Background: an optimization exercise with open tools, aiming at small area. Do not read the settings as production practice. Function was checked by simulation only, so behaviour that the tests miss may differ from the original. Power and IR drop assume default switching activity.

===== design/flow/design.v =====
module sgmux_sat18 (
    input  wire [17:0] a,
    output reg  [15:0] y
);
    always @(*) begin
        if ($signed(a) > 18'sd32767)
            y = 16'h7FFF;
        else if ($signed(a) < -18'sd32768)
            y = 16'h8000;
        else
            y = a[15:0];
    end
endmodule
module sgmux (
    input  wire         clk,
    input  wire         rst,           
    input  wire         h_we,
    input  wire [5:0]   h_idx,
    input  wire [31:0]  h_wdata,
    output reg  [31:0]  h_rdata,
    input  wire [2:0]   sector,
    input  wire [255:0] rslt,
    output wire [79:0]  clist,
    output wire [15:0]  ia,
    output wire [15:0]  ib,
    output wire [15:0]  ic,
    output wire [15:0]  udcb,
    output wire [15:0]  aux
);
    localparam [4:0] NC = 5'd31;
    localparam [3:0] RC_OK      = 4'd0;
    localparam [3:0] RC_NOINIT  = 4'd1;
    localparam [3:0] RC_HANDLE  = 4'd2;
    localparam [3:0] RC_TABLE   = 4'd3;
    localparam [3:0] RC_SECTOR  = 4'd4;
    localparam [3:0] RC_NOASG   = 4'd5;
    localparam [3:0] RC_ILLCMD  = 4'd6;
    localparam [31:0] CMD_INIT     = 32'd1;
    localparam [31:0] CMD_CALSTEP  = 32'd7;
    reg [31:0] adcbase;
    reg [4:0]  cht0 [0:2];        
    reg [4:0]  cht1 [0:2];        
    reg [4:0]  udcb_ch, aux_ch;
    reg [3:0]  udcb_slot, aux_slot;
    reg [3:0]  ma_sh;
    reg [4:0]  pch   [0:5];
    reg [3:0]  pslot [0:5];
    reg [31:0] acc [0:5];
    reg [15:0] ofs [0:5];
    reg [15:0] ia_q, ib_q, ic_q, udcb_q, aux_q;
    reg [4:0]  clist_q [0:15];
    reg [2:0]  cal_state;
    reg [15:0] cal_cnt;
    reg [3:0]  rc;
    reg        fail;
    reg        init_ok;
    reg        asg_valid;
    reg [1:0]  asg_pair;
    reg        f_cfg, f_sector, f_illcmd, f_seq;
    assign ia   = ia_q;
    assign ib   = ib_q;
    assign ic   = ic_q;
    assign udcb = udcb_q;
    assign aux  = aux_q;
    genvar g;
    generate
        for (g = 0; g < 16; g = g + 1) begin : g_clist
            assign clist[5*g +: 5] = clist_q[g];
        end
    endgenerate
    wire [31:0] status = {12'd0, f_seq, f_illcmd, f_sector, f_cfg,
                          1'b0, cal_state, asg_pair, asg_valid, init_ok,
                          3'd0, fail, rc};
    always @(*) begin
        h_rdata = 32'd0;
        case (h_idx)
            6'd0:  h_rdata = adcbase;
            6'd1:  h_rdata = {11'd0, cht0[2], 3'd0, cht0[1], 3'd0, cht0[0]};
            6'd2:  h_rdata = {11'd0, cht1[2], 3'd0, cht1[1], 3'd0, cht1[0]};
            6'd3:  h_rdata = {4'd0, aux_slot, 3'd0, aux_ch, 4'd0, udcb_slot, 3'd0, udcb_ch};
            6'd4:  h_rdata = {28'd0, ma_sh};
            6'd6:  h_rdata = status;
            6'd7:  h_rdata = {16'd0, cal_cnt};
            6'd8:  h_rdata = {4'd0, pslot[1], 3'd0, pch[1], 4'd0, pslot[0], 3'd0, pch[0]};
            6'd9:  h_rdata = {4'd0, pslot[3], 3'd0, pch[3], 4'd0, pslot[2], 3'd0, pch[2]};
            6'd10: h_rdata = {4'd0, pslot[5], 3'd0, pch[5], 4'd0, pslot[4], 3'd0, pch[4]};
            6'd12: h_rdata = {ofs[1], ofs[0]};
            6'd13: h_rdata = {ofs[3], ofs[2]};
            6'd14: h_rdata = {ofs[5], ofs[4]};
            6'd16: h_rdata = acc[0];
            6'd17: h_rdata = acc[1];
            6'd18: h_rdata = acc[2];
            6'd19: h_rdata = acc[3];
            6'd20: h_rdata = acc[4];
            6'd21: h_rdata = acc[5];
            6'd24: h_rdata = {16'd0, ia_q};
            6'd25: h_rdata = {16'd0, ib_q};
            6'd26: h_rdata = {16'd0, ic_q};
            6'd27: h_rdata = {16'd0, udcb_q};
            6'd28: h_rdata = {16'd0, aux_q};
            default: begin
                if (h_idx[5:4] == 2'b10)
                    h_rdata = {27'd0, clist_q[h_idx[3:0]]};
            end
        endcase
    end
    wire vcfg_ok = (udcb_ch != NC) && (aux_ch != NC) &&
                   (udcb_slot != 4'd0) && (udcb_slot != 4'd8) &&
                   (aux_slot  != 4'd0) && (aux_slot  != 4'd8) &&
                   (udcb_slot != aux_slot);
    reg [4:0] new_ch   [0:5];
    reg [3:0] new_slot [0:5];
    reg [2:0] pair_ok;
    integer   dp;
    reg [1:0] px, py;
    always @(*) begin
        for (dp = 0; dp < 3; dp = dp + 1) begin
            case (dp)
                0:       begin px = 2'd1; py = 2'd2; end
                1:       begin px = 2'd0; py = 2'd2; end
                default: begin px = 2'd0; py = 2'd1; end
            endcase
            if (cht0[px] != NC && cht1[py] != NC) begin
                new_ch[2*dp]     = cht0[px];
                new_ch[2*dp+1]   = cht1[py];
                new_slot[2*dp]   = 4'd0;
                new_slot[2*dp+1] = 4'd8;
                pair_ok[dp]      = 1'b1;
            end else if (cht1[px] != NC && cht0[py] != NC) begin
                new_ch[2*dp]     = cht1[px];
                new_ch[2*dp+1]   = cht0[py];
                new_slot[2*dp]   = 4'd8;
                new_slot[2*dp+1] = 4'd0;
                pair_ok[dp]      = 1'b1;
            end else begin
                new_ch[2*dp]     = NC;
                new_ch[2*dp+1]   = NC;
                new_slot[2*dp]   = 4'd0;
                new_slot[2*dp+1] = 4'd0;
                pair_ok[dp]      = 1'b0;
            end
        end
    end
    wire       sector_ok = (sector >= 3'd1) && (sector <= 3'd6);
    reg  [1:0] sector_pair;
    always @(*) begin
        case (sector)
            3'd2, 3'd3: sector_pair = 2'd1;
            3'd4, 3'd5: sector_pair = 2'd2;
            default:    sector_pair = 2'd0;
        endcase
    end
    wire [15:0] cur_raw0 = rslt[16*pslot[2*asg_pair]   +: 16];
    wire [15:0] cur_raw1 = rslt[16*pslot[2*asg_pair+1] +: 16];
    wire [15:0] cur_ofs0 = ofs[2*asg_pair];
    wire [15:0] cur_ofs1 = ofs[2*asg_pair+1];
    wire [17:0] diff0 = {2'b00, cur_raw0} - {2'b00, cur_ofs0};
    wire [17:0] diff1 = {2'b00, cur_raw1} - {2'b00, cur_ofs1};
    wire [15:0] m0, m1, d;
    sgmux_sat18 u_sat_m0 (.a(diff0), .y(m0));
    sgmux_sat18 u_sat_m1 (.a(diff1), .y(m1));
    wire [17:0] msum = {{2{m0[15]}}, m0} + {{2{m1[15]}}, m1};
    wire [17:0] mneg = 18'd0 - msum;
    sgmux_sat18 u_sat_d (.a(mneg), .y(d));
    wire [15:0] vdc_raw = rslt[16*udcb_slot +: 16];
    wire [15:0] aux_raw = rslt[16*aux_slot  +: 16];
    wire [15:0] vdc_val = vdc_raw[15] ? 16'h7FFF : vdc_raw;
    wire [15:0] aux_val = aux_raw[15] ? 16'h7FFF : aux_raw;
    wire [1:0]  cal_p    = cal_state[1:0] - 2'd1;
    wire [15:0] cal_raw0 = rslt[16*pslot[2*cal_p]   +: 16];
    wire [15:0] cal_raw1 = rslt[16*pslot[2*cal_p+1] +: 16];
    wire [31:0] a0       = acc[2*cal_p]   + {16'd0, cal_raw0};
    wire [31:0] a1       = acc[2*cal_p+1] + {16'd0, cal_raw1};
    wire [31:0] a0_sh    = a0 >> ma_sh;
    wire [31:0] a1_sh    = a1 >> ma_sh;
    wire [16:0] win_n    = 17'd1 << ma_sh;
    wire [16:0] cnt_next = {1'b0, cal_cnt} + 17'd1;
    wire        win_done = (cnt_next == win_n);
    wire is_cmd = h_we && (h_idx == 6'd5);
    wire is_cfg = h_we && (h_idx <= 6'd4);
    integer k;
    always @(posedge clk) begin
        if (rst) begin
            adcbase   <= 32'd0;
            for (k = 0; k < 3; k = k + 1) begin
                cht0[k] <= NC;
                cht1[k] <= NC;
            end
            udcb_ch   <= NC;
            aux_ch    <= NC;
            udcb_slot <= 4'd0;
            aux_slot  <= 4'd0;
            ma_sh     <= 4'd0;
            for (k = 0; k < 6; k = k + 1) begin
                pch[k]   <= NC;
                pslot[k] <= 4'd0;
                acc[k]   <= 32'd0;
                ofs[k]   <= 16'd0;
            end
            ia_q      <= 16'd0;
            ib_q      <= 16'd0;
            ic_q      <= 16'd0;
            udcb_q    <= 16'd0;
            aux_q     <= 16'd0;
            for (k = 0; k < 16; k = k + 1)
                clist_q[k] <= NC;
            cal_state <= 3'd0;
            cal_cnt   <= 16'd0;
            rc        <= RC_OK;
            fail      <= 1'b0;
            init_ok   <= 1'b0;
            asg_valid <= 1'b0;
            asg_pair  <= 2'd0;
            f_cfg     <= 1'b0;
            f_sector  <= 1'b0;
            f_illcmd  <= 1'b0;
            f_seq     <= 1'b0;
        end else if (is_cfg) begin
            case (h_idx)
                6'd0: adcbase <= h_wdata;
                6'd1: begin
                    cht0[0] <= h_wdata[4:0];
                    cht0[1] <= h_wdata[12:8];
                    cht0[2] <= h_wdata[20:16];
                end
                6'd2: begin
                    cht1[0] <= h_wdata[4:0];
                    cht1[1] <= h_wdata[12:8];
                    cht1[2] <= h_wdata[20:16];
                end
                6'd3: begin
                    udcb_ch   <= h_wdata[4:0];
                    udcb_slot <= h_wdata[11:8];
                    aux_ch    <= h_wdata[20:16];
                    aux_slot  <= h_wdata[27:24];
                end
                default: ma_sh <= h_wdata[3:0];
            endcase
            init_ok   <= 1'b0;
            asg_valid <= 1'b0;
        end else if (is_cmd) begin
            if (h_wdata == 32'd0 || h_wdata > CMD_CALSTEP) begin
                rc       <= RC_ILLCMD;
                fail     <= 1'b1;
                f_illcmd <= 1'b1;
            end else if (h_wdata == CMD_INIT) begin
                init_ok   <= 1'b0;
                asg_valid <= 1'b0;
                if (adcbase == 32'd0) begin
                    rc    <= RC_HANDLE;
                    fail  <= 1'b1;
                    f_cfg <= 1'b1;
                end else if (!vcfg_ok || pair_ok != 3'b111) begin
                    rc    <= RC_TABLE;
                    fail  <= 1'b1;
                    f_cfg <= 1'b1;
                end else begin
                    for (k = 0; k < 6; k = k + 1) begin
                        pch[k]   <= new_ch[k];
                        pslot[k] <= new_slot[k];
                        acc[k]   <= 32'd0;
                        ofs[k]   <= 16'd0;
                    end
                    for (k = 0; k < 16; k = k + 1) begin
                        if (k[3:0] == aux_slot)
                            clist_q[k] <= aux_ch;
                        else if (k[3:0] == udcb_slot)
                            clist_q[k] <= udcb_ch;
                        else
                            clist_q[k] <= NC;
                    end
                    cal_state <= 3'd0;
                    cal_cnt   <= 16'd0;
                    asg_pair  <= 2'd0;
                    init_ok   <= 1'b1;
                    rc        <= RC_OK;
                    fail      <= 1'b0;
                end
            end else if (!init_ok) begin
                rc    <= RC_NOINIT;
                fail  <= 1'b1;
                f_seq <= 1'b1;
            end else begin
                case (h_wdata[2:0])
                    3'd2: begin  
                        if (!sector_ok) begin
                            asg_valid <= 1'b0;
                            rc        <= RC_SECTOR;
                            fail      <= 1'b1;
                            f_sector  <= 1'b1;
                        end else begin
                            clist_q[pslot[2*sector_pair]]   <= pch[2*sector_pair];
                            clist_q[pslot[2*sector_pair+1]] <= pch[2*sector_pair+1];
                            asg_pair  <= sector_pair;
                            asg_valid <= 1'b1;
                            rc        <= RC_OK;
                            fail      <= 1'b0;
                        end
                    end
                    3'd3: begin  
                        if (!asg_valid) begin
                            rc    <= RC_NOASG;
                            fail  <= 1'b1;
                            f_seq <= 1'b1;
                        end else begin
                            case (asg_pair)
                                2'd0: begin ia_q <= d;  ib_q <= m0; ic_q <= m1; end
                                2'd1: begin ia_q <= m0; ib_q <= d;  ic_q <= m1; end
                                default: begin ia_q <= m0; ib_q <= m1; ic_q <= d; end
                            endcase
                            rc   <= RC_OK;
                            fail <= 1'b0;
                        end
                    end
                    3'd4: begin  
                        udcb_q <= vdc_val;
                        rc     <= RC_OK;
                        fail   <= 1'b0;
                    end
                    3'd5: begin  
                        aux_q <= aux_val;
                        rc    <= RC_OK;
                        fail  <= 1'b0;
                    end
                    default: begin  
                        rc   <= RC_OK;
                        fail <= 1'b0;
                        if (h_wdata[2:0] == 3'd6 || cal_state == 3'd0) begin
                            for (k = 0; k < 6; k = k + 1)
                                acc[k] <= 32'd0;
                            cal_cnt   <= 16'd0;
                            cal_state <= 3'd1;
                            clist_q[pslot[0]] <= pch[0];
                            clist_q[pslot[1]] <= pch[1];
                            asg_pair  <= 2'd0;
                            asg_valid <= 1'b1;
                        end else if (cal_state != 3'd4) begin
                            acc[2*cal_p]   <= a0;
                            acc[2*cal_p+1] <= a1;
                            if (!win_done) begin
                                cal_cnt <= cnt_next[15:0];
                            end else begin
                                ofs[2*cal_p]   <= a0_sh[15:0];
                                ofs[2*cal_p+1] <= a1_sh[15:0];
                                cal_cnt   <= 16'd0;
                                cal_state <= cal_state + 3'd1;
                                if (cal_p != 2'd2) begin
                                    clist_q[pslot[2*cal_p+2]] <= pch[2*cal_p+2];
                                    clist_q[pslot[2*cal_p+3]] <= pch[2*cal_p+3];
                                    asg_pair  <= cal_p + 2'd1;
                                    asg_valid <= 1'b1;
                                end else begin
                                    asg_valid <= 1'b0;
                                end
                            end
                        end
                    end
                endcase
            end
        end
    end
endmodule

===== design/flow/run.sh =====
#!/bin/bash
# synth_recipe.tcl (not shown) runs the flow's synth.tcl, then flattens the netlist and writes it again
# the make line also repeats each setting of config.mk as NAME=value (left out here)
make -C /OpenROAD-flow-scripts/flow DESIGN_CONFIG=/design/flow/config.mk WORK_HOME=/design/flow/orfs CLKGATE_MAP_FILE= SYNTH_SCRIPT=/design/flow/synth_recipe.tcl finish

===== design/flow/config.mk =====
export PLATFORM = sky130hd
export DESIGN_NAME = sgmux
export DESIGN_NICKNAME = sgmux
export VERILOG_FILES = /design/flow/design.v
export SDC_FILE = /design/flow/constraint.sdc
export NUM_CORES = 4
export LEC_CHECK = 0
export CAP_MARGIN = 20
export CORE_MARGIN = 2
export CORE_UTILIZATION = 40
export SLEW_MARGIN = 20

===== design/flow/constraint.sdc =====
create_clock -name core_clock -period 12.0 [get_ports {clk}]
set_input_delay 2.4000 -clock core_clock [delete_from_list [all_inputs] [get_ports {clk}]]
set_output_delay 2.4000 -clock core_clock [all_outputs]
set_load 0.01 [all_outputs]

==> run summary <==
-- worst paths after layout --
kind | start | end | slack (ns) | cells after the start
worst max-delay path | rslt[133] | ib_q[7] | 2.14 | 26
worst min-delay path | adcbase[2] | adcbase[2] | 0.48 | 2
worst max register to register | asg_pair[0] | ib_q[7] | 2.77 | 31
worst min register to register | adcbase[2] | adcbase[2] | 0.48 | 2
-- cell families (layout without fill, tap and decap cells) --
logic type | after synthesis | count (layout) | share of synthesized area, %
DFF | 695 | 695 | 39.4
adders and majority gates | 133 | 133 | 3.54
AOI/OAI and AO/OA | 1161 | 1161 | 17.4
and+or+nand+nor | 1529 | 1529 | 15.3
other | 1 | 117 | 0.00797
muxes | 449 | 449 | 17.5
xor gates and xnor gates | 102 | 102 | 2.00
buffers and inverters | 560 | 938 | 4.76
-- metrics by stage --
step	total power, mW	instance area, µm²	instances
floorplan	4.93	47400	4727
finish	8.97	56500	6648
global placement	6.23	53700	6481
detailed placement	6.24	53700	6481
global route	9.22	56400	6639
CTS	8.85	56400	6629
-- layout make-up --
class / count / area (µm²) / area share (%)
repair buffers: 582 / 5590 / 9.90
clock inverters: 47 / 541 / 0.957
multi-input cells: 3472 / 26800 / 47.5
flip-flops and latches: 695 / 18600 / 32.9
diodes: 19 / 47.5 / 0.0842
well taps: 1524 / 1910 / 3.38
inverters: 208 / 781 / 1.38
clock buffers: 101 / 2180 / 3.87
-- where the power goes --
group	internal [mW]	total (mW)	switching [mW]
sequential	2.80	2.89	0.0858
clock	1.53	2.63	1.10
combinational	1.14	3.45	2.31
total	5.47	8.97	3.49
-- registers in the layout, summed over array words and instances, names as in the netlist, 6 cells and up, named ones only --
register	count
ic_q	16
ia_q	16
aux_q	15
cht0	15
pslot	6
udcb_q	15
acc	256
pch	30
ofs	128
cal_cnt	16
ib_q	16
cht1	15
adcbase	32
clist_q	80
-- worst max-delay path, delay by kind of cell --
kind / cells / cell delay (ns)
fa+ha+maj: 4 / 1.26
xor+xnor: 1 / 0.71
mux: 1 / 0.44
buf+inv: 3 / 0.86
simple gates: 4 / 1.07
compound gates: 13 / 3.62
-- cell usage after synthesis, types with 58 or more instances --
master	number
clkbuf_1	259
o22ai_1	71
edfxtp_1	464
mux2_2	76
a22o_1	58
nand4_1	68
mux4_2	291
nand2_1	386
o21ai_0	132
ha_1	113
a22oi_1	157
a211oi_1	87
a221oi_1	69
nor3_1	76
inv_1	203
a21oi_1	228
mux2i_1	79
nor2_1	583
and3_1	74
nand3_1	84
dfxtp_1	231
-- routing by layer --
| layer | vias up | track usage [%] | share of wire (%) |
|---|---|---|---|
| met5 | - | 0 | 0.069 |
| met4 | 24 | 22.3 | 6.9 |
| met3 | 684 | 11.0 | 13 |
| met2 | 3420 | 57.1 | 43 |
| met1 | 22100 | 49.3 | 37 |
| li1 | 18500 | - | - |
-- placed cells by master, fill, tap and decap left out, drive strengths merged, types with 101 or more instances in the layout --
master,netlist,layout
nor2,590,590
clkdlybuf4s50,0,487
edfxtp,464,464
nand2,389,389
mux4,291,291
dfxtp,231,231
a21oi,230,230
inv,206,210
a22oi,159,159
o21ai,150,150
ha,113,113
clkbuf,260,101
==> run summary <==
Drt
The number of nets still failing antenna checks after routing is 0. The total number of vias is 44,700. The DRC violation total after the first TritonRoute iteration is 7,455. The detailed-router iteration count before antenna repair is 9.

The wire length after detailed routing is 237 mm. In the routed layout, each cell is associated on average with a via count of 6.73. In the final routed layout, each cell accounts on average for 35.6 µm. The number of remaining DRC errors is 0.

Critical path
The cell with the largest stage delay on the worst path is a221oi_1. Along the worst path, the maximum fanout reaches 22. The worst setup path is of the in -> reg kind. The worst stage delay on the critical path is 0.79 ns. The critical path capture point type is a register. The arrival time at the worst endpoint is 10.39 ns. Among the stages of the critical path, the cell type that occurs most often is ha_1. Data on the critical path is required at its endpoint by 12.53 ns. The critical path startpoint category is an input port.

GRT
The first-pass GRT wire length is 328 mm. The number of antenna violations at the first check in global routing is 37. The number of global-route vias before repair is 41,900. The overall routing resource usage is 38.2%. The aggregate global routing overflow is 0. The maximum number of pins on one net before global-route repair is 97.

Synthesis
Synthesis produced a netlist whose cell count is 4,630. The sequential share of the synthesized area is 39.4%. In this run, synthesis produced a sequential element count of 695.

Yosys mapped a number of flops with a built-in enable equal to 464. The prevailing post-synth register cell is edfxtp_1. Dividing the synthesized area by the synthesized cell count gives 10.2 µm². The area share of the leading cell type in the synthesized netlist is 29.6%. The count of synthesis-stage warnings from yosys is 8. Of all flip-flops after synthesis, the portion carrying an async set or reset was 0%. The biggest area contributor in the post-synthesis netlist is edfxtp_1.

The number of library cell types mapped by synthesis is 123. Ranked by total cell area, the synthesized netlist is headed by edfxtp_1 (30%), mux4_2 (14%), dfxtp_1 (9.8%). After synthesis the cells add up to 47,100 µm².

Floorplan
The die covers 120,000 µm². For this configuration, the core starts out at a cell density of 40.4%. The die boundary width is 347 µm. The core box area is 117,000 µm².

For this design the top-level I/O count stands at 492. The die is 347 µm tall. The standard-cell row count is 125.

Min path
The worst hold path belongs to the class reg -> reg.

Place
At the end of routability-driven placement, the weighted congestion stood at 1.04. Prior to clock tree synthesis, the placed netlist has a worst setup slack of 1.81 ns. The post-detailed-placement half-perimeter wirelength is 176 mm. The quantity of I/O buffers inserted on ports is 489.

STA
The worst-case clock skew is 0.0468 ns. The worst-case headroom to the max-slew limit is 20.9%. At the pin with the least slew margin, the transition time is 1.18 ns. The highest clock frequency the design can meet is 101 MHz. Setup violations remaining at the end of the flow were counted as 0.

Setup repair after global routing left no endpoint under its margin. The post-route worst setup slack is 2.14 ns. The clock period could shrink to 9.86 ns. Setup total negative slack on the finished layout was measured at 0 ns. The number of failing hold endpoints at the final stage came to 0.

The number of pins exceeding their max-slew limit in the final report came to 0. Across all hold checks on the routed design, the worst slack comes to 0.480 ns. In the finished design, the share of the clock period the worst path needs comes to 82.2%.

Layout
From synthesis to final layout, the design area changed by 19.9%. At the end of the flow, the number of nets in the layout was 5,457. The post-route core utilization is 48.5%. In the final layout, the share of cells above drive strength 1 is 13.9%. The filler cells instantiated in the layout total 10,800.

Clock network
The cell sitting at the root of the clock tree is a clkbuf_16. The CTS tree is yes. The clock tree synthesis step divided the H-tree into 3 levels.

The TritonCTS buffer count is 80. Post-CTS timing repair inserted 0 buffers for setup. The longest clock path from root to sink contains 3 buffers.

The number of buffers inserted by hold repair at cts is 0. CTS saw 695 sinks. After clock tree synthesis, the clock-pin slew on the worst setup and hold paths is 0.06 ns. Clock latency on the worst-skew pair, taken at its later pin, is 0.69 ns.

The number of gates resized after CTS is 0.

Power and ir drop
The total power divided by cell area is 159 nW/µm². Summed over all cells, the static leakage comes to 19.7 nW. Across the VDD grid, the largest voltage drop is 111 µV.

Flow run
The tool flagged a number of max-cap violations equal to 0.

Outcome
The flow ran to the end and the layout has no timing, DRC or antenna violations.

## static timing again, ports no longer ideal
In the flow no input, the clock included, has a driving cell. The finished layout below was timed again as built, in two steps. Step 1, drivers: a clkbuf_16 drives clk and a buf_2 each remaining input, both assumed. Step 2, shift: input delay + t, output delay - t, t = (earliest + latest rising clock arrival at the registers) / 2. This alone moves slack from input paths to output paths. Three values: no drivers, after step 1, after step 2; two values: the first two.
t (ns): 0.742
setup WS [ns]: 2.141 / 2.188 / 1.445
worst setup path at the end: input to register
clock arrival spread, ns: 0.046 / 0.047
After both steps this run still meets setup and hold. For this run, drivers alone change the setup slack by +0.047 ns; drivers and shift together by -0.696 ns.
